Context: an optimization exercise on an open-source flow, tuned for small area, a short achievable clock period and few clock cycles per item. The choices shown serve that exercise and are no tape-out recipe. The RTL was checked by simulation tests, not by an equivalence proof against the original design.

Setup of job 4673:
## cvdsp_noise
module cvdsp_noise (
    input  wire        clk,
    input  wire        rst,           
    input  wire        start,
    input  wire [1:0]  op,
    input  wire        clk_flag,      
    input  wire        hold_flag,     
    input  wire [2:0]  scale_sel,     
    input  wire [31:0] now,           
    input  wire [7:0]  pot_a,         
    input  wire [7:0]  pot_b,         
    input  wire [7:0]  pot3,          
    input  wire [15:0] raw_a,         
    input  wire [15:0] raw_b,         
    input  wire [31:0] arg,           
    input  wire [31:0] cfg_tmin,      
    input  wire [31:0] cfg_tmax,      
    input  wire [15:0] cfg_ext_thresh,  
    input  wire [31:0] cfg_pulse_us,  
    output wire        done,
    output wire  [13:0] quant_mv,      
    output wire         pulse,         
    output wire  [1:0]  fired,         
    output wire  [31:0] seed,          
    output wire  [13:0] cur_a,         
    output wire  [13:0] cur_b,         
    output wire  [31:0] last_a,        
    output wire  [31:0] last_b,        
    output wire  [2:0]  scale,         
    output wire         armed,         
    output wire  [31:0] pulse_until    
);
For scale: about 11000 cells after synthesis, about 260 flip-flops, about 420 I/O pins, about 84000 um2 of cells after synthesis.
==> flow/config.mk <==
export PLATFORM = sky130hd
export DESIGN_NAME = cvdsp_noise
export DESIGN_NICKNAME = cvdsp_noise
export VERILOG_FILES = /design/flow/design.v
export SDC_FILE = /design/flow/constraint.sdc
export NUM_CORES = 4
export LEC_CHECK = 0
export ABC_AREA = 0
export CAP_MARGIN = 20
export CORE_MARGIN = 2
export CORE_UTILIZATION = 40
export PLACE_DENSITY = 0.6
export SLEW_MARGIN = 20
==> flow/constraint.sdc <==
create_clock -name core_clock -period 22.0 [get_ports {clk}]
set_input_delay 4.4000 -clock core_clock [delete_from_list [all_inputs] [get_ports {clk}]]
set_output_delay 4.4000 -clock core_clock [all_outputs]
set_load 0.01 [all_outputs]
standard.sh (not shown) runs the stock make flow with config.mk's settings and CLKGATE_MAP_FILE= SYNTH_SCRIPT=/design/flow/synth_recipe.tcl, a recipe that flattens the netlist after the stock synthesis.
==> flow/flow/run.sh <==
#!/bin/bash
# The standard layout, with plain buffers (sky130_fd_sc_hd__buf_2) on the
# ports instead of buffer_ports's default choice, and timing repair asked for
# 9 ns of setup slack at the design's clock period.
# The make output goes to layout.log here; ORFS's per-step logs stay under orfs/logs.
set -euo pipefail
export BUFFER_PORTS_ARGS="-buffer_cell sky130_fd_sc_hd__buf_2"
export SETUP_SLACK_MARGIN=9
bash standard.sh > layout.log 2>&1
Testbench counts of job 4673, summed over its fixed seeds: cycles 12,000, commands 12,000.
### job 4673 -> job 366
Settings: swapping 0 for 1 in ABC_AREA.
==> flow/flow/run.sh <==
#!/bin/bash
# The standard layout, with plain buffers (sky130_fd_sc_hd__buf_2) on the
# ports instead of buffer_ports's default choice, and timing repair asked for
# 8 ns of setup slack at the design's clock period.
# The make output goes to layout.log here; ORFS's per-step logs stay under orfs/logs.
set -euo pipefail
export BUFFER_PORTS_ARGS="-buffer_cell sky130_fd_sc_hd__buf_2"
export SETUP_SLACK_MARGIN=8
bash standard.sh > layout.log 2>&1
[summary]
- Job 4673 reports its cell with the largest stage delay on the worst path as sky130_fd_sc_hd__fa_1 while job 366 reports sky130_fd_sc_hd__o41ai_1.
- Taking job 4673 as the reference, in job 366 achievable clock frequency picked up an extra about 0.7%, area of the multi-input gates lost about 11%, placement-stage cell area lost 2800 um2.
- Job 4673 vs job 366, capture point of the critical path: p1_v2[8] vs p1_fb
Here is what was changed in the inputs of job 2556 compared with job 366.
==> flow/flow/run.sh <==
#!/bin/bash
# The standard layout, with plain buffers (sky130_fd_sc_hd__buf_2) on the
# ports instead of buffer_ports's default choice, and timing repair asked for
# 9 ns of setup slack at the design's clock period.
# The make output goes to layout.log here; ORFS's per-step logs stay under orfs/logs.
set -euo pipefail
export BUFFER_PORTS_ARGS="-buffer_cell sky130_fd_sc_hd__buf_2"
export SETUP_SLACK_MARGIN=9
bash standard.sh > layout.log 2>&1
Arrival time of the worst setup path: higher on job 366. | wire length after detailed routing | job 2556 vs job 366 | ≈ equal |. Going from job 366 to job 2556, the number of global-route vias before repair was found to have gone up by 1.9%.
### job 2556 -> job 142
Settings: changing CORE_UTILIZATION from 40 to 55; changing PLACE_DENSITY from 0.6 to 0.7.
## What came out
| final wirelength | job 142 vs job 2556 | about 1.2% lower |
Compared with job 2556, in job 142 share of the clock period used by the worst path after layout grew by 0.89 points; number of inverters outside the clock class in the layout held steady; sequential share of layout area held steady.
Relative to job 2556, post-synthesis to final-layout area growth decreased by 2.6 points in job 142.

separate check: timing with driven ports:
The results above use ideal ports. As a check the final layouts listed here were re-extracted and re-timed, cells and wires unchanged. Step 1: set_driving_cell puts a clkbuf_16 on clk and a buf_2 on each other input, an assumption about the parent block. Step 2 moves the port delays by t, midway between the first and last clock arrival at a register: inputs arrive t later, outputs are due t later. That takes back most of the time a late clock gives input paths. Three values: no drivers, after step 1, after step 2; two values: the first two.
run | t (ns) | setup WS [ns] | worst setup path after step 2
job 4673 | 0.728 | 8.074 / 7.955 / 7.227 | input to register
job 366 | 0.642 | 8.177 / 8.229 / 7.587 | input to register
job 2556 | 0.651 | 9.045 / 9.051 / 8.400 | input to register
job 142 | 0.649 | 8.850 / 8.849 / 8.200 | input to register
After both steps setup and hold are still met in every run listed. The setup slack of job 4673, which loses most, moves by -0.119 ns with the drivers and by -0.847 ns with both steps.
